What follows belongs to an exercise in optimizing a design on an open flow for small area, a short achievable clock period and few clock cycles; a production flow would make more cautious choices. RTL that was checked went through simulation tests only; none was proved equivalent to the original. The RTL of runs 1 and 5 was laid out without a check of its function. Power is estimated from default activity; no workload was simulated.

==> design.v <==
module h1_t32 (
    input  wire [31:0] y,
    output wire [31:0] t
);
    wire g0 = y[2] ^ y[7];
    wire g1 = y[0] ^ y[22];
    wire g2 = y[1] ^ y[23];
    wire g3 = y[3] ^ y[21];
    wire g4 = y[4] ^ g1;
    wire g5 = y[12] ^ y[28];
    wire g6 = y[25] ^ y[31];
    wire g7 = y[24] ^ y[29];
    wire g8 = y[11] ^ y[27];
    wire g9 = y[14] ^ y[30];
    wire g10 = y[10] ^ y[26];
    wire g11 = y[5] ^ y[8];
    wire g12 = y[6] ^ y[9];
    wire g13 = y[17] ^ g7;
    wire g14 = y[13] ^ y[18];
    wire g15 = y[15] ^ y[19];
    wire g16 = y[20] ^ g0;
    wire g17 = y[4] ^ y[24];
    wire g18 = y[16] ^ y[23];
    wire g19 = y[25] ^ g12;
    wire g20 = y[19] ^ y[29];
    wire g21 = y[7] ^ y[16];
    wire g22 = g2 ^ g10;
    wire g23 = y[26] ^ g14;
    wire g24 = g5 ^ g8;
    wire g25 = y[0] ^ g3;
    wire g26 = g6 ^ g9;
    wire g27 = g0 ^ g3;
    wire g28 = y[3] ^ y[10];
    wire g29 = y[17] ^ y[31];
    wire g30 = y[5] ^ y[15];
    wire g31 = y[9] ^ y[27];
    wire g32 = y[2] ^ y[20];
    wire g33 = y[2] ^ y[18];
    wire g34 = y[6] ^ g2;
    wire g35 = y[12] ^ g11;
    wire g36 = y[22] ^ g15;
    wire g37 = g6 ^ g24;
    wire g38 = y[30] ^ g23;
    wire g39 = y[11] ^ y[15];
    wire g40 = y[28] ^ y[31];
    wire g41 = y[5] ^ y[14];
    wire g42 = y[0] ^ y[13];
    wire g43 = y[5] ^ y[6];
    wire g44 = y[3] ^ y[26];
    wire g45 = y[3] ^ y[7];
    wire g46 = g18 ^ g32;
    wire g47 = y[30] ^ g8;
    wire g48 = y[14] ^ g11;
    wire g49 = y[27] ^ g20;
    wire g50 = g8 ^ g21;
    wire g51 = y[28] ^ g17;
    wire g52 = y[29] ^ g5;
    wire g53 = y[19] ^ g31;
    wire g54 = g30 ^ g33;
    wire g55 = y[8] ^ g40;
    wire g56 = y[13] ^ g9;
    wire g57 = g15 ^ g29;
    wire g58 = g12 ^ g18;
    wire g59 = g0 ^ g41;
    wire g60 = y[21] ^ g4;
    wire g61 = g13 ^ g19;
    wire g62 = y[25] ^ g13;
    wire g63 = y[11] ^ g4;
    wire g64 = g14 ^ g26;
    wire g65 = g4 ^ g57;
    wire g66 = g16 ^ g35;
    wire g67 = g13 ^ g56;
    wire g68 = y[16] ^ g16;
    wire g69 = g10 ^ g27;
    wire g70 = g34 ^ g68;
    wire g71 = y[8] ^ g38;
    assign t[0] = y[8] ^ g44 ^ g4 ^ g70;
    assign t[1] = y[17] ^ g2 ^ g11 ^ g17 ^ g31 ^ g27;
    assign t[2] = y[24] ^ y[28] ^ g11 ^ g28 ^ g33 ^ g4 ^ g19;
    assign t[3] = y[4] ^ y[5] ^ y[11] ^ g20 ^ g45 ^ g19 ^ g22;
    assign t[4] = y[6] ^ g10 ^ g17 ^ g47 ^ g66;
    assign t[5] = y[7] ^ y[13] ^ g11 ^ g12 ^ g25 ^ g37;
    assign t[6] = y[9] ^ y[14] ^ g28 ^ g42 ^ g46 ^ g52;
    assign t[7] = y[1] ^ y[4] ^ y[10] ^ g3 ^ g39 ^ g67;
    assign t[8] = y[12] ^ y[16] ^ g26 ^ g54 ^ g63;
    assign t[9] = y[13] ^ g65 ^ g66;
    assign t[10] = y[9] ^ g23 ^ g59 ^ g60;
    assign t[11] = y[27] ^ g28 ^ g34 ^ g36 ^ g48;
    assign t[12] = g39 ^ g16 ^ g51 ^ g58;
    assign t[13] = y[10] ^ g21 ^ g25 ^ g35 ^ g62;
    assign t[14] = y[1] ^ y[17] ^ g19 ^ g63 ^ g71;
    assign t[15] = y[12] ^ y[18] ^ y[31] ^ g22 ^ g53 ^ g59;
    assign t[16] = y[13] ^ g22 ^ g36 ^ g50 ^ g51;
    assign t[17] = g24 ^ g46 ^ g48 ^ g62;
    assign t[18] = y[15] ^ g5 ^ g25 ^ g38 ^ g61;
    assign t[19] = y[1] ^ g10 ^ g21 ^ g4 ^ g49 ^ g64;
    assign t[20] = y[3] ^ y[28] ^ g9 ^ g43 ^ g50 ^ g65;
    assign t[21] = g1 ^ g29 ^ g44 ^ g52 ^ g54;
    assign t[22] = y[22] ^ g16 ^ g49 ^ g71;
    assign t[23] = y[20] ^ y[23] ^ g9 ^ g25 ^ g53 ^ g55;
    assign t[24] = y[15] ^ g7 ^ g55 ^ g58 ^ g69;
    assign t[25] = g32 ^ g22 ^ g47 ^ g61;
    assign t[26] = y[18] ^ y[24] ^ y[30] ^ g37 ^ g69;
    assign t[27] = g20 ^ g42 ^ g37 ^ g70;
    assign t[28] = y[6] ^ g5 ^ g18 ^ g60 ^ g67;
    assign t[29] = y[7] ^ g1 ^ g2 ^ g30 ^ g13 ^ g64;
    assign t[30] = y[18] ^ y[20] ^ g17 ^ g45 ^ g26 ^ g36;
    assign t[31] = y[1] ^ g1 ^ g6 ^ g15 ^ g43 ^ g27;
endmodule
module h1_crc8 (
    input  wire [31:0] crc_in,
    input  wire [7:0]  data,
    output wire [31:0] crc_out
);
    wire [7:0] x = crc_in[7:0] ^ data;
    wire h0 = x[1] ^ x[7];
    wire h1 = x[0] ^ x[4];
    wire h2 = x[2] ^ x[3];
    wire h3 = x[5] ^ x[6];
    wire h4 = x[3] ^ x[4];
    wire h5 = x[1] ^ x[2];
    wire h6 = h2 ^ h3;
    wire h7 = x[6] ^ h0;
    wire h8 = x[2] ^ x[5];
    wire h9 = x[6] ^ x[7];
    wire h10 = x[0] ^ x[1];
    wire h11 = h1 ^ h2;
    wire h12 = x[0] ^ h3;
    wire h13 = h4 ^ h9;
    wire h14 = x[7] ^ h8;
    wire h15 = h0 ^ h4;
    wire h16 = h1 ^ h3;
    wire h17 = x[1] ^ h1;
    assign crc_out[0] = crc_in[8] ^ x[2];
    assign crc_out[1] = crc_in[9] ^ x[0] ^ x[3];
    assign crc_out[2] = crc_in[10] ^ h17;
    assign crc_out[3] = crc_in[11] ^ x[5] ^ h5;
    assign crc_out[4] = crc_in[12] ^ x[0] ^ x[6] ^ h2;
    assign crc_out[5] = crc_in[13] ^ h15;
    assign crc_out[6] = crc_in[14] ^ x[4] ^ x[5];
    assign crc_out[7] = crc_in[15] ^ h12;
    assign crc_out[8] = crc_in[16] ^ h7;
    assign crc_out[9] = crc_in[17] ^ x[7];
    assign crc_out[10] = crc_in[18] ^ x[2];
    assign crc_out[11] = crc_in[19] ^ x[3];
    assign crc_out[12] = crc_in[20] ^ h1;
    assign crc_out[13] = crc_in[21] ^ x[5] ^ h10;
    assign crc_out[14] = crc_in[22] ^ x[6] ^ h5;
    assign crc_out[15] = crc_in[23] ^ x[7] ^ h2;
    assign crc_out[16] = crc_in[24] ^ h11;
    assign crc_out[17] = crc_in[25] ^ x[3] ^ x[5] ^ h17;
    assign crc_out[18] = crc_in[26] ^ h5 ^ h16;
    assign crc_out[19] = crc_in[27] ^ h0 ^ h6;
    assign crc_out[20] = crc_in[28] ^ h13;
    assign crc_out[21] = crc_in[29] ^ x[4] ^ h14;
    assign crc_out[22] = crc_in[30] ^ h6;
    assign crc_out[23] = crc_in[31] ^ h13;
    assign crc_out[24] = h1 ^ h14;
    assign crc_out[25] = h10 ^ h6;
    assign crc_out[26] = h7 ^ h11;
    assign crc_out[27] = x[5] ^ h15;
    assign crc_out[28] = h16;
    assign crc_out[29] = h0 ^ h12;
    assign crc_out[30] = x[0] ^ h7;
    assign crc_out[31] = h0;
endmodule
module h1_codec (
    input  wire        clk,
    input  wire        rst,
    input  wire        cmd_valid,
    output wire        cmd_ready,
    input  wire [3:0]  cmd_code,
    input  wire        cmd_is_server,
    input  wire [2:0]  cmd_n,
    input  wire [15:0] cmd_len,
    input  wire [31:0] cmd_a,
    input  wire [31:0] cmd_b,
    input  wire        din_valid,
    output wire        din_ready,
    input  wire [31:0] din_data,
    output wire        rsp_valid,
    input  wire        rsp_ready,
    output wire [2:0]  rsp_status,
    output wire [31:0] rsp_data,
    output wire [31:0] rsp_data2,
    output wire [4:0]  rsp_info
);
    localparam [3:0] C_CFG_LOAD = 4'h1, C_CFG_READ = 4'h2, C_SEQ_DIST = 4'h5,
                     C_CRC_COMPUTE = 4'h6, C_CRC_VERIFY = 4'h7;
    localparam [2:0] ST_OK = 3'd0, ST_TRUNCATED = 3'd2, ST_INVALID = 3'd6,
                     ST_ILLEGAL = 3'd7;
    reg        cfg_vld;
    reg        cfg_srv;
    reg [31:0] cfg_proto;
    reg [31:0] cfg_seed;
    reg [2:0]  cfg_len;
    reg        s_idle, s_data, s_exec, s_exec2, s_resp, s_pend;
    reg        op_crc, op_ver, op_seq, op_load, op_read;
    reg [2:0]  nreg;         
    reg        drain;        
    reg [2:0]  err;
    reg [31:0] crc_n;
    reg [31:0] dreg;         
    reg        dvalid;       
    reg        dfull, dseed;
    reg [1:0]  dlane;        
    reg [15:0] rem_proc;     
    reg        ok_r;
    reg        c_full;       
    reg        c_byte;       
    reg        c_trl;        
    reg        d_last;       
    reg        seq_neg, seq_eq, seq_bo;
    reg [1:0]  trl_idx;      
    reg        rsp_valid_r, cmd_ready_r, din_ready_r;
    reg [2:0]  rsp_status_r;
    reg [4:0]  rsp_info_r;
    reg        sel_cfg, rsp_is_read;
    assign cmd_ready  = cmd_ready_r;
    assign din_ready  = din_ready_r;
    assign rsp_valid  = rsp_valid_r;
    assign rsp_status = rsp_status_r;
    assign rsp_info   = rsp_info_r;
    assign rsp_data   = crc_n;
    assign rsp_data2  = {32{sel_cfg}} & cfg_proto;
    wire take     = cmd_valid & cmd_ready_r;
    wire rtake    = rsp_valid_r & rsp_ready;
    wire din_fire = din_valid & din_ready_r;
    wire i_load = (cmd_code == C_CFG_LOAD);
    wire i_read = (cmd_code == C_CFG_READ);
    wire i_seq  = (cmd_code == C_SEQ_DIST);
    wire i_crc  = (cmd_code == C_CRC_COMPUTE) || (cmd_code == C_CRC_VERIFY);
    wire i_ver  = (cmd_code == C_CRC_VERIFY);
    wire i_nbad = (cmd_n > 3'd4);
    wire i_short = (cmd_len[15:3] == 13'd0) && (cmd_len[2:0] < cmd_n);
    wire i_drain = i_ver && (i_nbad || i_short || (cmd_n == 3'd0));
    wire [2:0] i_err = !i_ver ? ST_OK : i_nbad ? ST_INVALID : i_short ? ST_TRUNCATED : ST_OK;
    wire [2:0] i_status = i_load ? (i_nbad ? ST_INVALID : ST_OK) : ST_ILLEGAL;
    wire [4:0] cfg_info = {cfg_vld && (cfg_len != 3'd0), cfg_vld ? cfg_len : 3'd0,
                           cfg_vld && cfg_srv};
    wire [31:0] cfg_seed_v = cfg_vld ? cfg_seed : 32'd0;
    wire i_len_nz = (cmd_len != 16'd0);
    wire direct   = !s_resp || rsp_ready;
    wire t_direct = take && direct;
    wire go_n     = s_pend && rsp_ready;             
    wire [31:0] crc = ~crc_n;
    wire [31:0] t32_out;
    h1_t32 u_t32 (.y(crc ^ dreg), .t(t32_out));
    wire [31:0] byte_out;
    h1_crc8 u_crc8 (.crc_in(crc), .data(dreg[7:0]), .crc_out(byte_out));
    wire [7:0]  crc_sel  = crc_n[8 * trl_idx +: 8];
    wire        trl_eq   = (dreg[7:0] == crc_sel);
    wire        ok_next  = ok_r && !(c_trl && !trl_eq);
    wire        full_now = dvalid && dfull;
    wire        byte_now = dvalid && !dfull;
    wire        hi_nz    = (rem_proc[15:4] != 12'd0);
    wire [3:0]  lo       = rem_proc[3:0];
    wire        proc_gt4 = hi_nz || (lo > 4'd4);
    wire        dec4     = full_now && !dseed;
    wire        wdone    = full_now || (byte_now && ((dlane == 2'd3) || (lo[2:0] == 3'd1)));
    wire [15:0] proc_nx  = dec4 ? (proc_gt4 ? {rem_proc[15:2] - 14'd1, rem_proc[1:0]} : 16'd0) :
                           byte_now ? {12'd0, lo - 4'd1} : rem_proc;
    wire [3:0]  n4       = {1'b0, nreg} + 4'd4;
    wire        ge_n4_0  = hi_nz || (lo >= n4);
    wire        ge_n4_1  = hi_nz || (lo > n4);
    wire        ge_n4_4  = hi_nz || ({1'b0, lo} >= {1'b0, n4} + 5'd4);
    wire        gt_n_0   = (lo > {1'b0, nreg});
    wire        gt_n_1   = (lo > {1'b0, nreg} + 4'd1);
    wire        gt_n_4   = (lo > n4);
    wire        eq1_0    = (lo[2:0] == 3'd1);
    wire        eq1_1    = (lo[2:0] == 3'd2);
    wire        eq1_4    = (lo[2:0] == 3'd5);
    wire        nf_full  = drain || (dec4 ? ge_n4_4 : byte_now ? ge_n4_1 : ge_n4_0);
    wire        cov_n    = dec4 ? gt_n_4 : byte_now ? gt_n_1 : gt_n_0;
    wire        one_n    = dec4 ? eq1_4 : byte_now ? eq1_1 : eq1_0;
    wire        data_end = d_last;
    wire        gt_1     = hi_nz || (lo > 4'd1);
    wire        gt_5     = hi_nz || (lo > 4'd5);
    wire        gt_8     = hi_nz || (lo > 4'd8);
    wire        pnz      = hi_nz || (lo != 4'd0);
    wire        need_f   = dec4 ? gt_8 : byte_now ? gt_5 : proc_gt4;
    wire        need_e   = dec4 ? proc_gt4 : byte_now ? gt_1 : pnz;
    wire        dvalid_n = dvalid && !wdone;
    wire [1:0]  dlane_n  = byte_now ? dlane + 2'd1 : dlane;
    wire        need_c   = (lo > 4'd5 - {2'd0, dlane_n});
    wire        c_full_n = 1'b0;                      
    wire        c_byte_n = dvalid_n && cov_n;
    wire        c_trl_n  = dvalid_n && !cov_n;
    wire        c_full_f = nf_full && !drain;
    wire        c_byte_f = !nf_full && cov_n;
    wire        c_trl_f  = !nf_full && !cov_n;
    wire        rdy_n    = s_data && !data_end &&
                           (dvalid_n ? (need_c && ((dlane_n == 2'd3) || one_n)) : need_e);
    wire        rdy_f    = need_f && nf_full;
    wire [8:0]  seq_lo   = {1'b0, rem_proc[7:0]} - {1'b0, dreg[7:0]};
    wire [7:0]  seq_hi   = rem_proc[15:8] - dreg[15:8] - {7'd0, seq_bo};
    wire        seq_lt   = (rem_proc[14:0] < dreg[14:0]);
    wire        seq_ne   = (rem_proc[14:0] != dreg[14:0]);
    wire s_data_nx  = t_direct ? i_crc : (s_data && !data_end) || (go_n && op_crc);
    wire s_exec_nx  = t_direct ? (i_seq || i_read) : (go_n && !op_crc);
    wire s_exec2_nx = s_exec && op_seq;
    wire s_pend_nx  = (take && !direct) || (s_pend && !rsp_ready);
    wire s_resp_nx  = t_direct ? !i_crc && !i_seq && !i_read :
                      !take && ((s_data && data_end) || (s_exec && !op_seq) || s_exec2 ||
                                (s_resp && !rsp_ready));
    wire s_idle_nx  = !take && (s_idle || (s_resp && rsp_ready));
    always @(posedge clk) begin
        if (rst) begin
            cfg_vld      <= 1'b0;
            s_idle       <= 1'b1;
            s_data       <= 1'b0;
            s_exec       <= 1'b0;
            s_exec2      <= 1'b0;
            s_resp       <= 1'b0;
            s_pend       <= 1'b0;
            crc_n        <= 32'd0;
            dvalid       <= 1'b0;
            rsp_valid_r  <= 1'b0;
            cmd_ready_r  <= 1'b0;
            din_ready_r  <= 1'b0;
            c_full       <= 1'b0;
            c_byte       <= 1'b0;
            c_trl        <= 1'b0;
            d_last       <= 1'b0;
        end else begin
            s_idle      <= s_idle_nx;
            s_data      <= s_data_nx;
            s_exec      <= s_exec_nx;
            s_exec2     <= s_exec2_nx;
            s_resp      <= s_resp_nx;
            s_pend      <= s_pend_nx;
            rsp_valid_r <= s_resp_nx || s_pend_nx;
            if (take)
                d_last <= t_direct && i_crc && !i_len_nz;
            else if (go_n)
                d_last <= op_crc && !pnz;
            else if (din_fire)
                d_last <= nf_full ? !need_f : one_n;
            else
                d_last <= dvalid_n && one_n && s_data && !data_end;
            if (take) begin
                dvalid <= t_direct && i_crc;
                c_full <= t_direct && i_crc && !i_drain;
                c_byte <= 1'b0;
                c_trl  <= 1'b0;
            end else if (go_n) begin
                dvalid <= op_crc;
                c_full <= op_crc && !drain;
                c_byte <= 1'b0;
                c_trl  <= 1'b0;
            end else if (din_fire) begin
                dvalid <= 1'b1;
                c_full <= c_full_f;
                c_byte <= c_byte_f;
                c_trl  <= c_trl_f;
            end else begin
                dvalid <= dvalid_n;
                c_full <= c_full_n;
                c_byte <= c_byte_n;
                c_trl  <= c_trl_n;
            end
            if (take)
                din_ready_r <= t_direct && i_crc && i_len_nz;
            else if (go_n)
                din_ready_r <= op_crc && pnz;
            else if (din_fire)
                din_ready_r <= rdy_f;
            else
                din_ready_r <= rdy_n;
            if (take && i_load && !i_nbad)
                cfg_vld <= 1'b1;
            if (c_full)
                crc_n <= ~t32_out;
            else if (c_byte)
                crc_n <= ~byte_out;
            else if (s_exec2)
                crc_n <= {{16{seq_neg}}, seq_hi, rem_proc[7:0]};
            else if (s_exec && op_read)
                crc_n <= cfg_seed_v;
            else if (rtake || (c_trl && d_last))
                crc_n <= 32'd0;
            if (data_end) begin
                rsp_status_r <= err;
                rsp_info_r   <= {4'd0, op_ver && (err == ST_OK) && ok_next};
                sel_cfg      <= 1'b0;
                rsp_is_read  <= 1'b0;
            end
            if (s_exec) begin
                rsp_status_r <= op_load ? ((nreg > 3'd4) ? ST_INVALID : ST_OK) :
                                (op_read || op_seq) ? ST_OK : ST_ILLEGAL;
                rsp_info_r   <= op_read ? cfg_info : 5'd0;
                sel_cfg      <= op_read && cfg_vld;
                rsp_is_read  <= op_read;
            end
            if (s_exec2)
                rsp_info_r   <= {2'b00, seq_neg, seq_eq, !seq_neg && !seq_eq};
            if (t_direct && !i_crc && !i_seq && !i_read) begin
                rsp_status_r <= i_status;
                rsp_info_r   <= 5'd0;
                sel_cfg      <= 1'b0;
                rsp_is_read  <= 1'b0;
            end
            if (take)
                cmd_ready_r <= t_direct && !i_crc && !i_seq && !i_read;
            else if (s_data)
                cmd_ready_r <= data_end;
            else if (s_exec)
                cmd_ready_r <= !op_read && !op_seq;
            else if (s_exec2)
                cmd_ready_r <= 1'b1;
            else if (s_resp)
                cmd_ready_r <= rsp_ready || !rsp_is_read;
            else if (s_idle)
                cmd_ready_r <= 1'b1;
            else
                cmd_ready_r <= 1'b0;
        end
        if (take && i_load && !i_nbad) begin
            cfg_srv   <= cmd_is_server;
            cfg_proto <= cmd_b;
            cfg_seed  <= cmd_a;
            cfg_len   <= cmd_n;
        end
        trl_idx <= proc_nx[1:0] - 2'd1;
        if (s_exec) begin
            seq_neg <= (rem_proc[15] ^ dreg[15] ^ seq_lt) && seq_ne;
            seq_eq <= (rem_proc == dreg[15:0]);
            seq_bo <= seq_lo[8];
        end
        if (take) begin
            op_crc   <= i_crc;
            op_ver   <= i_ver;
            op_seq   <= i_seq;
            op_load  <= i_load;
            op_read  <= i_read;
            err      <= i_err;
            nreg     <= (i_crc && !i_ver) ? 3'd0 : cmd_n;
            drain    <= i_drain;
            ok_r     <= 1'b1;
            dreg     <= cmd_a;
            dfull    <= 1'b1;
            dseed    <= 1'b1;
            dlane    <= 2'd0;
            rem_proc <= i_seq ? cmd_b[15:0] : cmd_len;
        end else begin
            if (s_data) begin
                rem_proc <= proc_nx;
                ok_r     <= ok_next;
            end
            if (s_exec && op_seq)
                rem_proc[7:0] <= seq_lo[7:0];
            if (din_fire) begin
                dreg     <= din_data;
                dfull    <= nf_full;
                dseed    <= 1'b0;
                dlane    <= 2'd0;
            end else if (byte_now) begin
                dreg     <= dreg >> 8;
                dlane    <= dlane_n;
            end
        end
    end
endmodule
==> flow/run.sh <==
#!/bin/bash
# Layout flow: the standard flow (standard.sh: ORFS synthesis to the
# final layout, unchanged), with the I/O port buffers that global placement
# inserts made from sky130_fd_sc_hd__buf_2 instead of the resizer's default
# pick. Every port still gets its own buffer. The full output of the ORFS
# run goes to flow_standard.log in this folder; each tool's own log is kept
# by ORFS under orfs/logs/.
set -euo pipefail
export BUFFER_PORTS_ARGS="-buffer_cell sky130_fd_sc_hd__buf_2"
bash standard.sh > flow_standard.log 2>&1
==> standard.sh <==
#!/bin/bash
# synth_recipe.tcl (not shown) runs the flow's synth.tcl, then flattens the netlist and writes it again
# the make line also repeats each setting of config.mk as NAME=value (left out here)
make -C /OpenROAD-flow-scripts/flow DESIGN_CONFIG=/design/flow/config.mk WORK_HOME=/design/flow/orfs CLKGATE_MAP_FILE= SYNTH_SCRIPT=/design/flow/synth_recipe.tcl "${@:-finish}"
==> config.mk <==
export PLATFORM = sky130hd
export DESIGN_NAME = h1_codec
export DESIGN_NICKNAME = h1_codec
export VERILOG_FILES = /design/flow/design.v
export SDC_FILE = /design/flow/constraint.sdc
export NUM_CORES = 4
export LEC_CHECK = 0
export ABC_CLOCK_PERIOD_IN_PS = 2000
export CAP_MARGIN = 20
export CORE_MARGIN = 2
export CORE_UTILIZATION = 40
export PLACE_DENSITY = 0.6
export SETUP_SLACK_MARGIN = 2.9
export SLEW_MARGIN = 20
==> constraint.sdc <==
create_clock -name core_clock -period 5.0 [get_ports {clk}]
set_input_delay 1.0000 -clock core_clock [delete_from_list [all_inputs] [get_ports {clk}]]
set_output_delay 1.0000 -clock core_clock [all_outputs]
set_load 0.01 [all_outputs]
==> flow_summary.toml, run 1 <==
[floorplanning]
die_y_um = 186.7
rows = 66
start_util_pct = 40.83
dieArea_mm2 = 0.03486
fp.dieW_um = 186.7
core_mm2 = 0.03270
ios = 200

[synth]
synth_area_per_cell_um2 = 9.950
synth_cell_types = 59
syn_nets = 1521
ys_seq_elements = 194
synth_compound_area_share_pct = 13.67
async_flop_share_pct = 0
synth_top_area_share_pct = 31.48
netlist_area_mm2 = 0.01335
synth_seq_area_share_pct = 39.58
synth_area_leaders = "edfxtp_1, xnor2_1, dfxtp_1"
yosys.area_share.simple_pct = 11.95
synth_top_family_by_area = "XOR/XNOR gates"
ys_warn_count = 1
synth_area_leader_cell = "edfxtp_1"
synth_edf_count = 140
syn_inst = 1342
synth-xor-area-share_pct = 23.37
synthMuxAreaShare_pct = 2.858
synthAdderAreaFrac_pct = 5.229
synth_flop_cell = "edfxtp_1"

[setup_path]
cp-end-kind = "register"
slowest_stage = "edfxtp_1"
worstPathRequired_ns = 5.30
reg2reg_to = "crc_n[5]"
crit_type = "reg2reg"
cp_top_family = "XOR/XNOR gates"
cp.buffers_inverters = 2
crit_fanout = 5
r2r_start = "dreg[13]"
worstPathArrival_ns = 3.06
cpPeakStageDelay_ns = 0.56
path_common_cell = "xnor2_1"
cp-start-kind = "register"
worst_r2r_path_depth = 9
path_cells = "buf_6 > xnor2_4 > buf_12 > xnor2_4 > xnor2_1 > xnor2_1 > xnor2_1 > xnor2_1 > a2111oi_1"
rrSetupSlack_ns = 2.24

[grt]
antenna_found_initial = 2
grt_max_degree = 66
grtUsageMet2_pct = 46.78
use_met3_pct = 6.808
busiest_layer = "met2"
grt_pass1_wl_mm = 77.91
gr-total-overflow = 0
met1_usage_pct = 39.06
grt_pass1_vias = 12410
grt.total_usage_pct = 29.77

[clock_network]
cts_hold_buf = 0
cts_tree = "done"
cts-root-buf = "clkbuf_16"
clock_latency_ns = 0.47
clockBufferDepth = 2
cts_buffers = 17
clk_pin_slew_ns = 0.08
clock_sinks = 194
htree_levels = 4

[flow_run]
maxCapViolations = 0

[timing]
min_period_over_period_pct = 55.22
rsz0062_at_grt = "true"
fmax_ghz = 0.3622
slew-limit-headroom_pct = 49.46
hold_slack_ns = 0.4770
tns_ns = 0
slew_viol_final = 0
skew_ns = 0.02078
hold_viol = 0
period_needed_ns = 2.761
setup_viol = 0
worst_pin_slew_ns = 0.7580

[pwr]
irDropWorstVdd_v = 0.0002840
power_density_mw_per_mm2 = 397.7
p_leak_uw = 0.007931

[cells_and_area]
layout_commonest_cell = "buf_2"
final_nets = 1925
utilization_pct = 62.66
regArea_mm2 = 0.005396
multi_input_area_mm2 = 0.01033
area_growth_pct = 53.45
drive_above_1_share_pct = 45.71
fillCellCount = 2480
final_cell_mix = "buf_2, buf_4, xnor2_1, edfxtp_1, nor2_1"

[worst_hold_path]
hold_class = "reg2reg"
hold_path.startpoint = "drain"
hold_depth = 1
hold_end = "c_full"

[drt]
drt_first_pass_iters = 5
ant_nets = 0
totalWireLength_mm = 56.35
avgRoutedWirePerCell_um = 25.58
drc_errors = 0
via_per_inst = 5.882
vias = 12960
drt_iter0_markers = 1457

[placement]
dp_hpwl_mm = 34.78
gp_congestion = 0.9799
port_buffers = 199

[status]
status = "finished clean"
-- report_power, final --
group	leakage, uW	switching (uW)	internal (uW)	total [uW]
clock network	0.000281	680	760	1440
registers	0.00175	133	1810	1940
logic	0.00590	2430	2340	4770
-- cell type report --
type                       count  area share, %
antenna                        2        0.02443
clock buffer                  19          2.162
clock inverter                13         0.7389
inverter                      57          1.099
multi-input combinational   1033          50.42
sequential                   194          26.34
tap                          442          2.699
timing repair buffer         443          16.52
-- cells in the mapped netlist (all sizes together) (3+ instances only) --
cell type / number
nand2b: 7
a211oi: 35
dfxtp: 54
o22ai: 12
or2: 4
nand2: 99
and3: 4
mux4: 8
clkbuf: 59
a22o: 8
nor3b: 3
and2: 40
nand4: 7
a221oi: 35
nor2b: 11
o21ai: 35
a211o: 4
a21o: 8
nor3: 23
a21boi: 3
mux2i: 19
nor2: 104
xnor2: 277
a21oi: 76
a22oi: 6
xor2: 54
a31oi: 33
o41ai: 3
inv: 57
o21bai: 3
nor4: 9
fa: 3
or3: 4
ha: 51
a2111oi: 5
nand3: 16
buf: 3
edfxtp: 140
-- per-stage QoR --
| stage | instance area, um^2 | power [uW] | setup WS [ns] | instances |
|---|---|---|---|---|
| 2_1_floorplan | 13850 | 4099 | 2.584 | 1342 |
| 3_3_place_gp | 15240 | 4896 | 2.067 | 1934 |
| 3_5_place_dp | 15240 | 4862 | 2.100 | 1934 |
| 4_1_cts | 19120 | 7366 | 2.479 | 2140 |
| 5_1_grt | 20490 | 8383 | 2.246 | 2203 |
| 6_report | 20490 | 8148 | 2.239 | 2203 |
-- per-layer routing --
metal | vias to the layer above | share of wire [%]
li1 | 5591 | -
met1 | 6272 | 38
met2 | 876 | 46
met3 | 219 | 11
met4 | 0 | 5.9
met5 | - | 0
-- logic make-up (layout without fill, tap and decap cells) --
family,after synthesis,count (layout)
other,0,2
AOI/OAI and AO/OA,276,276
buffers and inverters,119,532
adders and majority gates,54,54
muxes,28,28
xor gates and xnor gates,331,331
and+or+nand+nor,340,344
DFF,194,194
-- registers in the layout, summed over array words and instances (netlist names), 2 cells and up --
signal	flops
cfg_proto	32
cfg_seed	32
crc_n	32
dreg	32
rem_proc	16
rsp_info_r	5
cfg_len	3
nreg	3
rsp_status_r	3
dlane	2
err	2
trl_idx	2
-- what timing repair did --
item / in CTS / in global routing
resized for setup: 289 / 143
pin swaps: 123 / 103
gates cloned: 4 / 0
setup buffers: 170 / 61
setup endpoints to repair: 235 / 194
-- worst max-delay path by stage --
stage                start  depth (start not counted)   endpoint  slack (ns)
2_1_floorplan   cmd_len[4]                          6     c_full        2.58
3_3_place_gp     crc_n[31]                          7  crc_n[19]        2.07
3_5_place_dp     crc_n[31]                          7  crc_n[19]        2.10
4_1_cts        rem_proc[8]                         11  crc_n[13]        2.48
5_1_grt           dreg[13]                          9   crc_n[5]        2.25
6_report          dreg[13]                          9   crc_n[5]        2.24
==> inputs of run 2 (changes only) <==
--- a/design.v
+++ b/design.v
@@ -427,7 +427,7 @@
             seq_eq <= (rem_proc == dreg[15:0]);
             seq_bo <= seq_lo[8];
         end
-        if (take) begin
+        if (cmd_ready_r) begin
             op_crc   <= i_crc;
             op_ver   <= i_ver;
             op_seq   <= i_seq;
@@ -449,7 +449,7 @@
             end
             if (s_exec && op_seq)
                 rem_proc[7:0] <= seq_lo[7:0];
-            if (din_fire) begin
+            if (din_ready_r) begin
                 dreg     <= din_data;
                 dfull    <= nf_full;
                 dseed    <= 1'b0;
--- a/config.mk
+++ b/config.mk
@@ -10,5 +10,5 @@
 export CORE_MARGIN = 2
 export CORE_UTILIZATION = 40
 export PLACE_DENSITY = 0.6
-export SETUP_SLACK_MARGIN = 2.9
+export SETUP_SLACK_MARGIN = 2.6
 export SLEW_MARGIN = 20
==> run 2 against run 1 <==
Compared with the run above: via count is 10% lower; critical path depth unchanged; fmax grew 8.5%; register-to-register slack improved by 0.22 ns; combinational power rose by 76%; clock skew decreased by 0.0068 ns; sequential share of layout area rose by 2.6 points; global-route usage is 4.0 points lower; largest cell class unchanged; still clean; synthesized cell count fell by 2.0%; critical endpoint is now crc_n[15]; die area is 2.0% higher; cell area decreased by 11%; power grew 48%.
==> flow_summary.toml, run 2 <==
[status]
status = "finished clean"

[drt]
drt_iter0_markers = 1191
drt_first_pass_iters = 6
ant_nets = 0
vias = 11620
totalWireLength_mm = 48.33
via_per_inst = 5.593
avgRoutedWirePerCell_um = 23.27
drc_errors = 0

[pwr]
power_density_mw_per_mm2 = 658.4
irDropWorstVdd_v = 0.0004398
power_uw = 12060
p_leak_uw = 0.007088

[floorplanning]
dieArea_mm2 = 0.03557
rows = 67
ios = 200
fp.dieW_um = 188.6
start_util_pct = 40.65
core_mm2 = 0.03353
die_y_um = 188.6

[synth]
syn_nets = 1494
synth_cell_types = 65
yosys-top-cells-count = "xnor2_1, edfxtp_1, a21oi_1"
synth_top_area_share_pct = 30.85
async_flop_share_pct = 0
synth_seq_area_share_pct = 38.78
synth_area_per_cell_um2 = 10.36
ys_seq_elements = 194
ys_warn_count = 1
netlist_area_mm2 = 0.01363
syn_inst = 1315
synth_edf_count = 140
synthMostInstantiatedCell = "xnor2_1"
synth_area_leader_cell = "edfxtp_1"
synth_flop_cell = "edfxtp_1"
synth_area_leaders = "edfxtp_1, xnor2_1, dfxtp_1"

[setup_path]
worstPathRequired_ns = 5.30
cp-end-kind = "register"
worstPathArrival_ns = 2.85
crit_fanout = 4
cp-start-kind = "register"
rrSetupSlack_ns = 2.45
crit_type = "reg2reg"

[grt]
grt_pass1_vias = 11130
grt_pass1_wl_mm = 68.90
antenna_found_initial = 2
grt_max_degree = 70
gr-total-overflow = 0
grt.total_usage_pct = 25.73

[clock_network]
cts_buffers = 17
clock_sinks = 194
htree_levels = 4
clockBufferDepth = 2
clk_pin_slew_ns = 0.08
clock_latency_ns = 0.44
cts_tree = "done"
cts-root-buf = "clkbuf_16"

[timing]
period_needed_ns = 2.545
hold_slack_ns = 0.4833
min_period_over_period_pct = 50.91
rsz0062_at_grt = "true"
tns_ns = 0
worst_pin_slew_ns = 0.8909
fmax_ghz = 0.3929
slew_viol_final = 0
hold_viol = 0
slew-limit-headroom_pct = 40.60
skew_ns = 0.01396
setup_viol = 0

[flow_run]
maxCapViolations = 0

[cells_and_area]
finalInstanceArea_mm2 = 0.01832
final_cell_mix = "buf_2, xnor2_1, edfxtp_1, buf_4, nand2_1"
final_nets = 1794
fillCellCount = 2941
layout_commonest_cell = "buf_2"
utilization_pct = 54.63
area_growth_pct = 34.41
multi_input_area_mm2 = 0.009321
drive_above_1_share_pct = 36.24
regArea_mm2 = 0.005308

[placement]
gp_congestion = 0.9470
port_buffers = 199
dpl_cell_area_mm2 = 0.01512
dp_hpwl_mm = 33.27

[worst_hold_path]
hold_class = "reg2reg"
run 2: changes by cell type after synthesis, sizes merged, moves of 8 or more:
cell / previous run / this run
a31oi: 33 / 10
mux2: 1 / 9
mux2i: 19 / 35
nand2: 99 / 77
nor2: 104 / 65
o21ai: 35 / 54
xnor2: 277 / 262
xor2: 54 / 75
run 2: through the flow:
step / setup WS, ns / cells
after global routing: 2.458 / 2077
final: 2.455 / 2077
after global placement: 2.018 / 1914
after detailed placement: 1.950 / 1914
after CTS: 2.314 / 2016
after floorplan: 2.060 / 1315
run 2: area by class of cell:
class | count | share of cell area (%)
tap | 448 | 3.060
inverter | 53 | 1.100
clock inverter | 9 | 0.6215
sequential | 194 | 28.97
clock buffer | 23 | 2.671
timing repair buffer | 343 | 12.68
multi-input combinational | 1006 | 50.88
antenna | 1 | 0.01366
run 2: cell families (layout without fill, tap and decap cells):
kind of cell | after synthesis | in the layout | share of synthesized area (%)
AO/OA/AOI/OAI | 280 | 280 | 13.55
XOR/XNOR | 338 | 338 | 24.45
adder cells (fa/ha/maj) | 54 | 54 | 5.123
buffers and inverters | 115 | 428 | 3.195
flip-flops | 194 | 194 | 38.78
multiplexers | 52 | 52 | 4.664
other | 0 | 1 | 0
AND/OR/NAND/NOR | 282 | 282 | 10.25
run 2: layer usage:
| metal | up-vias | wire (um) | GRT usage (%) |
|---|---|---|---|
| li1 | 5298 | - | - |
| met1 | 5716 | 20540 | 35.91 |
| met2 | 507 | 22400 | 39.83 |
| met3 | 93 | 3732 | 4.377 |
| met4 | 2 | 1646 | 10.04 |
| met5 | - | 13 | 0 |
run 2: repair_timing:
action | in CTS | in global routing
endpoints found under the hold margin | 0 | 0
gates cloned | 0 | 1
setup endpoints to repair | 207 | 124
gates resized for setup | 99 | 127
setup buffers | 70 | 59
hold buffers | 0 | 0
pin swaps | 24 | 66
run 2: where the power goes:
group          switching (uW)  internal (uW)
combinational            4420           3990
clock                     647            802
sequential                274           1920
total                    5340           6720
run 2: worst paths after layout:
kind / from / cells past startpoint / endpoint
max reg2reg: dreg[23] / 9 / crc_n[15]
min: ok_r / 2 / ok_r
min reg2reg: ok_r / 2 / ok_r
max: dreg[23] / 9 / crc_n[15]
run 2: worst max-delay path: stages, from the launching register on:
cell,delay [ns]
edfxtp_1,0.52
xnor2_4,0.27
buf_12,0.14
xor2_4,0.26
xor2_4,0.27
xnor2_1,0.14
xnor2_1,0.32
xor2_1,0.14
a22oi_1,0.23
o21ai_1,0.11
Testbench counts of run 2, summed over its fixed seeds: cycles 77,486.
==> inputs of run 3 (changes only) <==
--- a/design.v
+++ b/design.v
@@ -296,6 +296,8 @@
     wire [7:0]  seq_hi   = rem_proc[15:8] - dreg[15:8] - {7'd0, seq_bo};
     wire        seq_lt   = (rem_proc[14:0] < dreg[14:0]);
     wire        seq_ne   = (rem_proc[14:0] != dreg[14:0]);
+    wire crc_hold = !(c_full || c_byte || s_exec2 || (s_exec && op_read) ||
+                      s_idle || rtake || (c_trl && d_last));
     wire s_data_nx  = t_direct ? i_crc : (s_data && !data_end) || (go_n && op_crc);
     wire s_exec_nx  = t_direct ? (i_seq || i_read) : (go_n && !op_crc);
     wire s_exec2_nx = s_exec && op_seq;
@@ -313,7 +315,6 @@
             s_exec2      <= 1'b0;
             s_resp       <= 1'b0;
             s_pend       <= 1'b0;
-            crc_n        <= 32'd0;
             dvalid       <= 1'b0;
             rsp_valid_r  <= 1'b0;
             cmd_ready_r  <= 1'b0;
@@ -369,16 +370,6 @@
                 din_ready_r <= rdy_n;
             if (take && i_load && !i_nbad)
                 cfg_vld <= 1'b1;
-            if (c_full)
-                crc_n <= ~t32_out;
-            else if (c_byte)
-                crc_n <= ~byte_out;
-            else if (s_exec2)
-                crc_n <= {{16{seq_neg}}, seq_hi, rem_proc[7:0]};
-            else if (s_exec && op_read)
-                crc_n <= cfg_seed_v;
-            else if (rtake || (c_trl && d_last))
-                crc_n <= 32'd0;
             if (data_end) begin
                 rsp_status_r <= err;
                 rsp_info_r   <= {4'd0, op_ver && (err == ST_OK) && ok_next};
@@ -415,6 +406,11 @@
             else
                 cmd_ready_r <= 1'b0;
         end
+        crc_n <= ({32{c_full}} & ~t32_out) |
+                 ({32{c_byte}} & ~byte_out) |
+                 ({32{s_exec2}} & {{16{seq_neg}}, seq_hi, rem_proc[7:0]}) |
+                 ({32{s_exec && op_read}} & cfg_seed_v) |
+                 ({32{crc_hold}} & crc_n);
         if (take && i_load && !i_nbad) begin
             cfg_srv   <= cmd_is_server;
             cfg_proto <= cmd_b;
--- a/config.mk
+++ b/config.mk
@@ -10,5 +10,5 @@
 export CORE_MARGIN = 2
 export CORE_UTILIZATION = 40
 export PLACE_DENSITY = 0.6
-export SETUP_SLACK_MARGIN = 2.6
+export SETUP_SLACK_MARGIN = 2.45
 export SLEW_MARGIN = 20
==> run 3 against run 2 <==
Compared with the run above: fmax down 4.0%; clock skew down 0.0022 ns; combinational power down 27%; global-route usage down 0.61 points; synthesized cell count down 5.1%; first-iteration DRC count down 4.3%; largest power group unchanged.
==> flow_summary.toml, run 3 <==
[placement]
placed_cells = 1844
port_buffers = 199
dpl_cell_area_mm2 = 0.01477
gp_congestion = 0.9711
dp_hpwl_mm = 32.81

[floorplanning]
dieArea_mm2 = 0.03488
fp.dieW_um = 186.8
rows = 66
ios = 200
start_util_pct = 40.86
core_mm2 = 0.03270
die_y_um = 186.8

[pwr]
p_comb_share_pct = 63.1
power_density_mw_per_mm2 = 582.8
intPower_uw = 5371
irDropWorstVdd_v = 0.0004110
p_leak_uw = 0.006437
pwr-share-clk_pct = 14.6
power.switching_uw = 4331
swShare_pct = 44.64
pwr-share-seq_pct = 22.3

[cells_and_area]
drive_above_1_share_pct = 29.05
finalInstanceArea_mm2 = 0.01665
fin_cells = 1953
final_nets = 1677
final_cell_mix = "buf_2, xnor2_1, edfxtp_1, nand2_1, buf_4"
layout_commonest_cell = "buf_2"
fillCellCount = 2986
area_growth_pct = 24.57
n_antenna_cell = 0

[clock_network]
clockBufferDepth = 2
clock_sinks = 194
clk_pin_slew_ns = 0.07
htree_levels = 4
cts-root-buf = "clkbuf_16"
cts_buffers = 17
cts_tree = "done"
clock_latency_ns = 0.44

[setup_path]
rrSetupSlack_ns = 2.35
worst_r2r_path_depth = 7
worstPathRequired_ns = 5.32
crit_type = "reg2reg"
path_cells = "xnor2_4 > xnor2_1 > xor2_2 > xnor2_1 > xnor2_1 > xnor2_1 > a221o_1"
cp_top_family = "XOR/XNOR gates"
crit_fanout = 5
worstPathArrival_ns = 2.97
cp.buffers_inverters = 0
r2r_start = "crc_n[22]"
cp-start-kind = "register"
reg2reg_to = "crc_n[30]"
cp-end-kind = "register"
slowest_stage = "dfxtp_1"
cpPeakStageDelay_ns = 0.63
path_common_cell = "xnor2_1"

[synth]
syn_nets = 1427
synth_top_area_share_pct = 31.46
synth_edf_count = 140
ys_warn_count = 1
synth_area_per_cell_um2 = 10.71
yosys-top-cells-count = "xnor2_1, edfxtp_1, nand2_1"
synth_cell_types = 75
synth_area_leaders = "edfxtp_1, xnor2_1, dfxtp_1"
ys_seq_elements = 194
synth_flop_cell = "edfxtp_1"
synthMostInstantiatedCell = "xnor2_1"
syn_inst = 1248
synth_area_leader_cell = "edfxtp_1"
async_flop_share_pct = 0
netlist_area_mm2 = 0.01336
synth_seq_area_share_pct = 39.55

[grt]
grt_pass1_vias = 10390
grt.total_usage_pct = 25.12
grt_max_degree = 70
antenna_found_initial = 0
grt_pass1_wl_mm = 65.96
gr-total-overflow = 0

[timing]
skew_ns = 0.01175
tns_ns = 0
rsz0062_at_grt = "true"
slew-limit-headroom_pct = 43.66
setup_viol = 0
hold_viol = 0
worst_pin_slew_ns = 0.8452
fmax_ghz = 0.3772
min_period_over_period_pct = 53.03
slew_viol_final = 0
period_needed_ns = 2.651

[drt]
drc_errors = 0
drt_first_pass_iters = 9
ant_nets = 0
via_per_inst = 5.543
avgRoutedWirePerCell_um = 23.31
vias = 10830
drt_iter0_markers = 1140
totalWireLength_mm = 45.52

[worst_hold_path]
hold_end = "ok_r"
hold_class = "reg2reg"
hold_depth = 2
hold_path.startpoint = "ok_r"

[status]
status = "finished clean"

[flow_run]
maxCapViolations = 0
-- run 3: timing repair --
item	in CTS	in global routing
resized for setup	43	55
cloned	1	2
pin swaps	9	23
setup endpoints to repair	183	114
hold buffers	0	0
setup buffers	37	37
-- run 3: worst max path at each step --
stage | cells past startpoint | slack, ns | from | to
global route | 7 | 2.34 | dreg[14] | crc_n[30]
detailed placement | 7 | 1.97 | rem_proc[9] | rem_proc[2]
CTS | 7 | 2.42 | dreg[14] | crc_n[30]
floorplan | 7 | 2.45 | cmd_code[1] | rsp_status_r[0]
finish | 7 | 2.35 | crc_n[22] | crc_n[30]
global placement | 7 | 1.96 | dreg[15] | crc_n[30]
-- run 3: power by group through the flow --
stage                     logic, uW  clock network (uW)  registers, uW
after global placement         5350                   0           2210
final                          6120                1410           2170
after floorplan                3950                   0           2070
after CTS                      5580                1430           2160
after detailed placement       5270                   0           2210
after global routing           6410                1490           2180
-- run 3: stage by stage --
stage | worst slack (ns) | total power, uW | utilization [%] | hold WS (ns)
floorplan | 2.454 | 6023 | - | 0.4383
global placement | 1.956 | 7562 | 45.16 | 0.4653
detailed placement | 1.966 | 7478 | 45.16 | 0.4703
CTS | 2.416 | 9177 | 48.86 | 0.4813
global route | 2.341 | 10080 | 50.90 | 0.4938
finish | 2.349 | 9701 | 50.90 | 0.4866
-- run 3: logic make-up after synthesis --
| logic type | share of synthesized area (%) |
|---|---|
| AO/OA/AOI/OAI | 12.73 |
| XOR/XNOR | 24.05 |
| adder cells (fa/ha/maj) | 5.300 |
| buffers and inverters | 3.361 |
| flip-flops | 39.55 |
| multiplexers | 4.766 |
| AND/OR/NAND/NOR | 10.23 |
-- run 3: worst min-delay path, cell delays in order (launching register included) --
cell,delay [ns]
dfxtp_1,0.31
o21ai_0,0.07
nand2b_1,0.06
-- run 3: area by class of cell --
class | count | area, um^2 | share of cell area [%]
clock inverter | 13 | 148.9 | 0.8945
clock buffer | 19 | 442.9 | 2.661
sequential | 194 | 5306 | 31.88
tap | 442 | 553.0 | 3.322
timing repair inverter | 1 | 5.005 | 0.03007
multi-input combinational | 944 | 8247 | 49.54
timing repair buffer | 281 | 1714 | 10.30
inverter | 59 | 229.0 | 1.376
-- run 3: routing by layer --
metal	routed length, um	share of wire, %	vias up	GRT usage, %
li1	-	-	4982	-
met5	0	0	-	0
met1	20270	45	5325	35.58
met2	20580	45	460	38.18
met4	1017	2.2	0	6.990
met3	3644	8.0	58	6.150
Testbench counts of run 3, summed over its fixed seeds: cycles 77,486.
==> inputs of run 4 (changes only) <==
--- a/config.mk
+++ b/config.mk
@@ -10,5 +10,5 @@
 export CORE_MARGIN = 2
 export CORE_UTILIZATION = 40
 export PLACE_DENSITY = 0.6
-export SETUP_SLACK_MARGIN = 2.45
+export SETUP_SLACK_MARGIN = 2.6
 export SLEW_MARGIN = 20
==> run 4 against run 3 <==
Compared with the run above: cell area increased by 5.4%; utilization is 2.7 points higher; first-iteration DRC count is 6.0% higher; via count increased by 3.7%; combinational power grew about 10%; largest power group unchanged; worst setup slack better by 0.16 ns; clock-buffer cell count increased by 2; power rose by 7.8%; area after synthesis stayed put; largest cell class unchanged; clock power rose by 9.9%; synthesized cell count did not move.
==> flow_summary.toml, run 4 <==
[drt]
drc_errors = 0
avgRoutedWirePerCell_um = 23.54
drt_first_pass_iters = 7
vias = 11230
ant_nets = 0
via_per_inst = 5.620
totalWireLength_mm = 47.04
drt_iter0_markers = 1208

[setup_path]
worstPathRequired_ns = 5.36
slowest_stage = "dfxtp_1"
crit_type = "reg2reg"
cp-end-kind = "register"
crit_fanout = 4
worstPathArrival_ns = 2.85
path_common_cell = "xnor2_1"
path_cells = "xnor2_4 > buf_4 > xnor2_2 > xnor2_1 > xnor2_1 > xnor2_1 > a221o_1"
cpPeakStageDelay_ns = 0.61
cp-start-kind = "register"

[timing]
finalWorstSetupSlack_ns = 2.508
skew_ns = 0.01521
period_needed_ns = 2.492
slew_viol_final = 0
rsz0062_at_grt = "true"
tns_ns = 0
worst_pin_slew_ns = 0.8630
slew-limit-headroom_pct = 42.47
fmax_ghz = 0.4014
hold_viol = 0
setup_viol = 0
min_period_over_period_pct = 49.83

[clock_network]
clockBufferDepth = 2
cts_tree = "done"
htree_levels = 4
cts_hold_buf = 0
clock_latency_ns = 0.46
cts_buffers = 17
clk_pin_slew_ns = 0.09
cts-root-buf = "clkbuf_16"
clock_sinks = 194

[floorplanning]
dieArea_mm2 = 0.03488
rows = 66
fp.dieW_um = 186.8
start_util_pct = 40.86
die_y_um = 186.8
core_mm2 = 0.03270
ios = 200

[synth]
ys_warn_count = 1
netlist_area_mm2 = 0.01336
synth_area_leader_cell = "edfxtp_1"
synthMostInstantiatedCell = "xnor2_1"
synth_seq_area_share_pct = 39.55
ys_seq_elements = 194
syn_inst = 1248
async_flop_share_pct = 0
synth_top_area_share_pct = 31.46
synth_area_leaders = "edfxtp_1, xnor2_1, dfxtp_1"
yosys-top-cells-count = "xnor2_1, edfxtp_1, nand2_1"
synth_edf_count = 140
synth_cell_types = 75
syn_nets = 1427
synth_flop_cell = "edfxtp_1"
synth_area_per_cell_um2 = 10.71

[cells_and_area]
drive_above_1_share_pct = 34.86
fillCellCount = 2865
layout_commonest_cell = "buf_2"
area_growth_pct = 31.25
final_cell_mix = "buf_2, xnor2_1, edfxtp_1, buf_4, nand2_1"
fin_cells = 1998
final_nets = 1721
finalInstanceArea_mm2 = 0.01754

[pwr]
power_uw = 10460
pwr-share-clk_pct = 14.8
power.switching_uw = 4596
pwr-share-seq_pct = 20.5
swShare_pct = 43.93
p_leak_uw = 0.006862
p_comb_share_pct = 64.6
intPower_uw = 5865
power_density_mw_per_mm2 = 596.5
irDropWorstVdd_v = 0.0003771

[grt]
grt_pass1_wl_mm = 68.88
grt_max_degree = 62
grt_pass1_vias = 10910
grt.total_usage_pct = 26.43
antenna_found_initial = 0
gr-total-overflow = 0

[worst_hold_path]
hold_class = "reg2reg"

[placement]
port_buffers = 199
gp_congestion = 0.9586
dpl_cell_area_mm2 = 0.01482
pre_cts_ws_ns = 2.011
dp_hpwl_mm = 33.02
placed_cells = 1844

[status]
status = "finished clean"

[flow_run]
maxCapViolations = 0
## run 4: cell counts after synthesis
Identical to the previous run, type by type.
## run 4: area by class of cell
| cell class | instances | area, um^2 | share of cell area, % |
|---|---|---|---|
| Multi-Input combinational cell | 943 | 8728 | 49.77 |
| Inverter | 59 | 229.0 | 1.306 |
| Clock inverter | 11 | 165.2 | 0.9417 |
| Tap cell | 442 | 553.0 | 3.153 |
| Timing Repair inverter | 1 | 5.005 | 0.02854 |
| Timing Repair Buffer | 326 | 2058 | 11.74 |
| Antenna cell | 1 | 2.502 | 0.01427 |
| Sequential cell | 194 | 5314 | 30.30 |
| Clock buffer | 21 | 483.0 | 2.754 |
## run 4: worst paths after layout
kind                            startpoint        end  slack, ns  depth (start not counted)
worst min register to register        ok_r       ok_r       0.49                          2
worst min-delay path                  ok_r       ok_r       0.49                          2
worst max register to register    crc_n[4]  crc_n[30]       2.51                          7
worst max-delay path              crc_n[4]  crc_n[30]       2.51                          7
## run 4: stage by stage
stage | hold WS [ns] | util (%)
6_report | 0.4912 | 53.63
3_3_place_gp | 0.4539 | 45.31
4_1_cts | 0.4886 | 50.95
5_1_grt | 0.5431 | 53.62
3_5_place_dp | 0.4741 | 45.31
2_1_floorplan | 0.4383 | -
## run 4: timing repair
item | in CTS | in global routing
gates resized for setup | 97 | 83
pin swaps | 27 | 42
gates cloned | 2 | 0
buffers inserted | 69 | 50
setup endpoints to repair | 206 | 50
## run 4: power by group through the flow
| stage | registers [uW] | logic, uW | clock network [uW] |
|---|---|---|---|
| 2_1_floorplan | 2070 | 3960 | 0 |
| 3_3_place_gp | 2190 | 5370 | 0 |
| 3_5_place_dp | 2200 | 5280 | 0 |
| 4_1_cts | 2140 | 5920 | 1560 |
| 5_1_grt | 2160 | 7050 | 1630 |
| 6_report | 2150 | 6760 | 1550 |
## run 4: critical path: cells and delay by family, from the launching register on
| kind | cells | cell delay [ns] |
|---|---|---|
| flops | 1 | 0.61 |
| compound gates | 1 | 0.36 |
| buf+inv | 1 | 0.23 |
| xor+xnor | 5 | 1.19 |
## run 4: layer usage
layer | share of wire, % | track usage [%]
met4 | 3.3 | 9.096
met3 | 8.2 | 5.830
met2 | 45 | 40.75
met5 | 0 | 0
met1 | 43 | 36.64
## run 4: logic make-up after synthesis
kind of cell             Yosys count  share of synthesized area (%)
AO/OA/AOI/OAI                    251                          12.73
AND/OR/NAND/NOR                  263                          10.23
buffers and inverters            112                          3.361
multiplexers                      52                          4.766
adder cells (fa/ha/maj)           55                          5.300
flip-flops                       194                          39.55
XOR/XNOR                         321                          24.05
==> inputs of run 5 (changes only) <==
--- a/design.v
+++ b/design.v
@@ -226,13 +226,43 @@
     wire take     = cmd_valid & cmd_ready_r;
     wire rtake    = rsp_valid_r & rsp_ready;
     wire din_fire = din_valid & din_ready_r;
+    function automatic mgt(input [4:0] a, input [4:0] b);
+        integer i;
+        reg r, e;
+        begin
+            r = 1'b0;
+            e = 1'b1;
+            for (i = 4; i >= 0; i = i - 1) begin
+                r = r | (e & a[i] & !b[i]);
+                e = e & !(a[i] ^ b[i]);
+            end
+            mgt = r;
+        end
+    endfunction
+    function automatic gtn(input [3:0] u, input [2:0] n, input [4:0] c);
+        gtn = (n == 3'd0) ? mgt({1'b0, u}, c) :
+              (n == 3'd1) ? mgt({1'b0, u}, c + 5'd1) :
+              (n == 3'd2) ? mgt({1'b0, u}, c + 5'd2) :
+              (n == 3'd3) ? mgt({1'b0, u}, c + 5'd3) : mgt({1'b0, u}, c + 5'd4);
+    endfunction
+    function automatic [13:0] dec14(input [13:0] x);
+        integer i;
+        reg z;
+        begin
+            z = 1'b1;
+            for (i = 0; i < 14; i = i + 1) begin
+                dec14[i] = x[i] ^ z;
+                z = z & !x[i];
+            end
+        end
+    endfunction
     wire i_load = (cmd_code == C_CFG_LOAD);
     wire i_read = (cmd_code == C_CFG_READ);
     wire i_seq  = (cmd_code == C_SEQ_DIST);
     wire i_crc  = (cmd_code == C_CRC_COMPUTE) || (cmd_code == C_CRC_VERIFY);
     wire i_ver  = (cmd_code == C_CRC_VERIFY);
-    wire i_nbad = (cmd_n > 3'd4);
-    wire i_short = (cmd_len[15:3] == 13'd0) && (cmd_len[2:0] < cmd_n);
+    wire i_nbad = cmd_n[2] && (cmd_n[1] || cmd_n[0]);
+    wire i_short = (cmd_len[15:3] == 13'd0) && mgt({2'b00, cmd_n}, {2'b00, cmd_len[2:0]});
     wire i_drain = i_ver && (i_nbad || i_short || (cmd_n == 3'd0));
     wire [2:0] i_err = !i_ver ? ST_OK : i_nbad ? ST_INVALID : i_short ? ST_TRUNCATED : ST_OK;
     wire [2:0] i_status = i_load ? (i_nbad ? ST_INVALID : ST_OK) : ST_ILLEGAL;
@@ -255,18 +285,19 @@
     wire        byte_now = dvalid && !dfull;
     wire        hi_nz    = (rem_proc[15:4] != 12'd0);
     wire [3:0]  lo       = rem_proc[3:0];
-    wire        proc_gt4 = hi_nz || (lo > 4'd4);
+    wire        proc_gt4 = hi_nz || mgt({1'b0, lo}, 5'd4);
     wire        dec4     = full_now && !dseed;
     wire        wdone    = full_now || (byte_now && ((dlane == 2'd3) || (lo[2:0] == 3'd1)));
-    wire [15:0] proc_nx  = dec4 ? (proc_gt4 ? {rem_proc[15:2] - 14'd1, rem_proc[1:0]} : 16'd0) :
-                           byte_now ? {12'd0, lo - 4'd1} : rem_proc;
-    wire [3:0]  n4       = {1'b0, nreg} + 4'd4;
-    wire        ge_n4_0  = hi_nz || (lo >= n4);
-    wire        ge_n4_1  = hi_nz || (lo > n4);
-    wire        ge_n4_4  = hi_nz || ({1'b0, lo} >= {1'b0, n4} + 5'd4);
-    wire        gt_n_0   = (lo > {1'b0, nreg});
-    wire        gt_n_1   = (lo > {1'b0, nreg} + 4'd1);
-    wire        gt_n_4   = (lo > n4);
+    wire [13:0] hi_dec   = dec14(rem_proc[15:2]);
+    wire [13:0] lo_dec   = dec14({10'd0, lo});
+    wire [15:0] proc_nx  = dec4 ? (proc_gt4 ? {hi_dec, rem_proc[1:0]} : 16'd0) :
+                           byte_now ? {12'd0, lo_dec[3:0]} : rem_proc;
+    wire        ge_n4_0  = hi_nz || gtn(lo, nreg, 5'd3);
+    wire        ge_n4_1  = hi_nz || gtn(lo, nreg, 5'd4);
+    wire        ge_n4_4  = hi_nz || gtn(lo, nreg, 5'd7);
+    wire        gt_n_0   = gtn(lo, nreg, 5'd0);
+    wire        gt_n_1   = gtn(lo, nreg, 5'd1);
+    wire        gt_n_4   = gtn(lo, nreg, 5'd4);
     wire        eq1_0    = (lo[2:0] == 3'd1);
     wire        eq1_1    = (lo[2:0] == 3'd2);
     wire        eq1_4    = (lo[2:0] == 3'd5);
@@ -274,15 +305,17 @@
     wire        cov_n    = dec4 ? gt_n_4 : byte_now ? gt_n_1 : gt_n_0;
     wire        one_n    = dec4 ? eq1_4 : byte_now ? eq1_1 : eq1_0;
     wire        data_end = d_last;
-    wire        gt_1     = hi_nz || (lo > 4'd1);
-    wire        gt_5     = hi_nz || (lo > 4'd5);
-    wire        gt_8     = hi_nz || (lo > 4'd8);
+    wire        gt_1     = hi_nz || mgt({1'b0, lo}, 5'd1);
+    wire        gt_5     = hi_nz || mgt({1'b0, lo}, 5'd5);
+    wire        gt_8     = hi_nz || mgt({1'b0, lo}, 5'd8);
     wire        pnz      = hi_nz || (lo != 4'd0);
     wire        need_f   = dec4 ? gt_8 : byte_now ? gt_5 : proc_gt4;
     wire        need_e   = dec4 ? proc_gt4 : byte_now ? gt_1 : pnz;
     wire        dvalid_n = dvalid && !wdone;
-    wire [1:0]  dlane_n  = byte_now ? dlane + 2'd1 : dlane;
-    wire        need_c   = (lo > 4'd5 - {2'd0, dlane_n});
+    wire [1:0]  dlane_n  = byte_now ? {dlane[1] ^ dlane[0], !dlane[0]} : dlane;
+    wire        need_c   = (dlane_n == 2'd0) ? mgt({1'b0, lo}, 5'd5) :
+                           (dlane_n == 2'd1) ? mgt({1'b0, lo}, 5'd4) :
+                           (dlane_n == 2'd2) ? mgt({1'b0, lo}, 5'd3) : mgt({1'b0, lo}, 5'd2);
     wire        c_full_n = 1'b0;                      
     wire        c_byte_n = dvalid_n && cov_n;
     wire        c_trl_n  = dvalid_n && !cov_n;
@@ -417,7 +450,7 @@
             cfg_seed  <= cmd_a;
             cfg_len   <= cmd_n;
         end
-        trl_idx <= proc_nx[1:0] - 2'd1;
+        trl_idx <= {proc_nx[1] ^ !proc_nx[0], !proc_nx[0]};
         if (s_exec) begin
             seq_neg <= (rem_proc[15] ^ dreg[15] ^ seq_lt) && seq_ne;
             seq_eq <= (rem_proc == dreg[15:0]);
==> run 5 against run 4 <==
Compared with the run above: area after synthesis decreased by 1.5%; synthesized cell count fell by 0.96%; sequential cell count stayed put; largest cell class unchanged.
==> flow_summary.toml, run 5 <==
[status]
status = "finished clean"

[drt]
drc_errors = 0
via_per_inst = 5.598
avgRoutedWirePerCell_um = 23.50
drt_iter0_markers = 1161
totalWireLength_mm = 46.01
ant_nets = 0
drt_first_pass_iters = 9
vias = 10960

[synth]
synth_area_leaders = "edfxtp_1, xnor2_1, dfxtp_1"
synth_edf_count = 140
netlist_area_mm2 = 0.01316
synth_area_per_cell_um2 = 10.65
synth_cell_types = 68
synth_top_area_share_pct = 31.95
async_flop_share_pct = 0
synth_seq_area_share_pct = 40.17
ys_warn_count = 1
syn_nets = 1413
syn_inst = 1236
synthMostInstantiatedCell = "xnor2_1"
synth_area_leader_cell = "edfxtp_1"
yosys-top-cells-count = "xnor2_1, edfxtp_1, nand2_1"
ys_seq_elements = 194
synth_flop_cell = "edfxtp_1"

[placement]
dp_hpwl_mm = 33.14
port_buffers = 199
pre_cts_ws_ns = 1.780
gp_congestion = 0.9866

[worst_hold_path]
hold_depth = 2
hold_class = "reg2reg"
hold_path.startpoint = "ok_r"
hold_end = "ok_r"

[cells_and_area]
final_cell_mix = "buf_2, xnor2_1, edfxtp_1, buf_4, nand2_1"
final_nets = 1680
multi_input_area_mm2 = 0.008620
fillCellCount = 2856
area_growth_pct = 30.78
regArea_mm2 = 0.005304
n_antenna_cell = 0
drive_above_1_share_pct = 34.83
layout_commonest_cell = "buf_2"

[floorplanning]
core_mm2 = 0.03245
start_util_pct = 40.54
rows = 66
fp.dieW_um = 185.4
dieArea_mm2 = 0.03436
die_y_um = 185.4
ios = 200

[grt]
grt_max_degree = 48
grt_pass1_wl_mm = 67.35
antenna_found_initial = 1
grt_pass1_vias = 10640
gr-total-overflow = 0
grt.total_usage_pct = 26.69

[timing]
min_period_over_period_pct = 58.78
fmax_ghz = 0.3403
slew-limit-headroom_pct = 42.53
tns_ns = 0
rsz0062_at_grt = "true"
hold_viol = 0
period_needed_ns = 2.939
setup_viol = 0
slew_viol_final = 0
worst_pin_slew_ns = 0.8620
skew_ns = 0.01572
finalWorstSetupSlack_ns = 2.061

[setup_path]
worstPathArrival_ns = 3.21
worst_r2r_path_depth = 15
cp-end-kind = "register"
cp-start-kind = "register"
rrSetupSlack_ns = 2.06
crit_type = "reg2reg"
critPathLaunch = "rem_proc[3]"
worstPathRequired_ns = 5.27
reg2reg_to = "rem_proc[15]"
crit_fanout = 2
r2r_start = "rem_proc[3]"

[clock_network]
clockBufferDepth = 2
cts_hold_buf = 0
clock_sinks = 194
htree_levels = 4
cts-root-buf = "clkbuf_16"
cts_buffers = 17
clk_pin_slew_ns = 0.08
clock_latency_ns = 0.46
cts_tree = "done"

[pwr]
power_density_mw_per_mm2 = 575.1
p_leak_uw = 0.006555
irDropWorstVdd_v = 0.0003594
power_uw = 9897

[flow_run]
maxCapViolations = 0
run 5: changes by cell type after synthesis, sizes merged, moves of 5 or more:
cell    previous run  this run
clkbuf            43        51
a21oi             49        60
and3               9         2
inv               59        52
o21ai             70        63
xor2              72        67
nand3b             6         1
a221o             21        15
nor2              35        49
run 5: final cells by class:
type                       count  area share (%)
inverter                      53           1.214
timing repair buffer         304           11.17
multi-input combinational    933           50.09
tap                          442           3.214
sequential                   194           30.82
clock buffer                  21           2.676
clock inverter                11          0.8144
run 5: worst max-delay path, cell delays in order, from the launching register on:
cell and delay (ns):
edfxtp_1 0.49, inv_6 0.05, ha_4 0.18, ha_4 0.16
ha_4 0.16, ha_4 0.15, ha_4 0.15, ha_4 0.16
ha_4 0.15, ha_4 0.15, ha_4 0.15, ha_4 0.15
ha_4 0.15, ha_4 0.16, xnor2_4 0.12, o31ai_2 0.21
run 5: cell families (layout without fill, tap and decap cells):
| kind of cell | Yosys count | count (layout) | synth area share, % |
|---|---|---|---|
| AO/OA/AOI/OAI | 251 | 251 | 12.85 |
| XOR/XNOR | 318 | 318 | 23.76 |
| adder cells (fa/ha/maj) | 52 | 52 | 5.116 |
| buffers and inverters | 109 | 389 | 3.480 |
| flip-flops | 194 | 194 | 40.17 |
| multiplexers | 49 | 49 | 4.574 |
| AND/OR/NAND/NOR | 263 | 263 | 10.05 |
run 5: report_power, final:
part | switching, uW | total, uW | leakage (uW) | internal (uW)
Combinational | 3300 | 6260 | 0.00451 | 2960
Clock | 702 | 1480 | 0.000293 | 780
Sequential | 269 | 2150 | 0.00175 | 1880
run 5: through the flow:
step,util [%],hold WS (ns),cells,area [um^2]
final,53.02,0.4738,1958,17210
after global placement,45.49,0.4572,1834,14760
after detailed placement,45.49,0.4662,1834,14760
after CTS,50.16,0.4764,1916,16280
after global routing,53.02,0.5276,1958,17210
after floorplan,-,0.4285,1236,13370
run 5: per-layer routing:
metal  up-vias  track usage [%]  part of all wire [%]
met5         -                0                 0.028
met4         2            7.238                   2.3
met3        79            5.368                   9.0
met2       528            41.66                    46
met1      5382            37.59                    43
li1       4970                -                     -
run 5: worst max-delay path by stage:
stage                         to  slack, ns
CTS                 rem_proc[15]       2.09
global placement    rem_proc[15]       1.86
detailed placement  rem_proc[15]       1.78
floorplan           rem_proc[15]       2.10
finish              rem_proc[15]       2.06
global route        rem_proc[15]       2.02
run 5: timing repair:
| item | CTS | global route |
|---|---|---|
| setup endpoints to repair | 121 | 129 |
| pin swaps | 32 | 41 |
| gates resized for setup | 77 | 98 |
| setup buffers | 50 | 42 |

port drivers added, routing unchanged:
No port has a modelled driver above. Below, the same layouts with a new extraction and two added sets of constraints.
Step 1 sets driving cells, clkbuf_16 on the clock port and buf_2 on the other inputs (assumed; they add their load-dependent delay and slew).
Step 2 moves the port delays by t, midway between the first and last clock arrival at a register: inputs arrive t later, outputs are due t later. That takes back most of the time a late clock gives input paths.
Slacks: ideal ports / drivers / drivers and shift; pairs: ideal ports / drivers.
| run | shift t [ns] | slack for setup (ns) | hold slack, ns | worst register clock-pin slew, ns | cell pins on the clock port's net |
|---|---|---|---|---|---|
| run 1 | 0.510 | 2.239 / 2.239 / 2.056 | 0.477 / 0.477 / 0.477 | 0.09 / 0.09 | 1 |
| run 2 | 0.487 | 2.455 / 2.455 / 2.207 | 0.483 / 0.483 / 0.483 | 0.08 / 0.08 | 1 |
| run 3 | 0.486 | 2.349 / 2.349 / 2.072 | 0.487 / 0.487 / 0.487 | 0.08 / 0.08 | 1 |
| run 4 | 0.504 | 2.508 / 2.508 / 2.153 | 0.491 / 0.491 / 0.491 | 0.09 / 0.09 | 1 |
| run 5 | 0.502 | 2.061 / 2.061 / 2.061 | 0.474 / 0.474 / 0.474 | 0.09 / 0.09 | 1 |
After both steps every run listed still meets setup and hold. For run 4, which loses most, drivers alone change the setup slack by 0.000 ns; drivers and shift together by -0.355 ns.
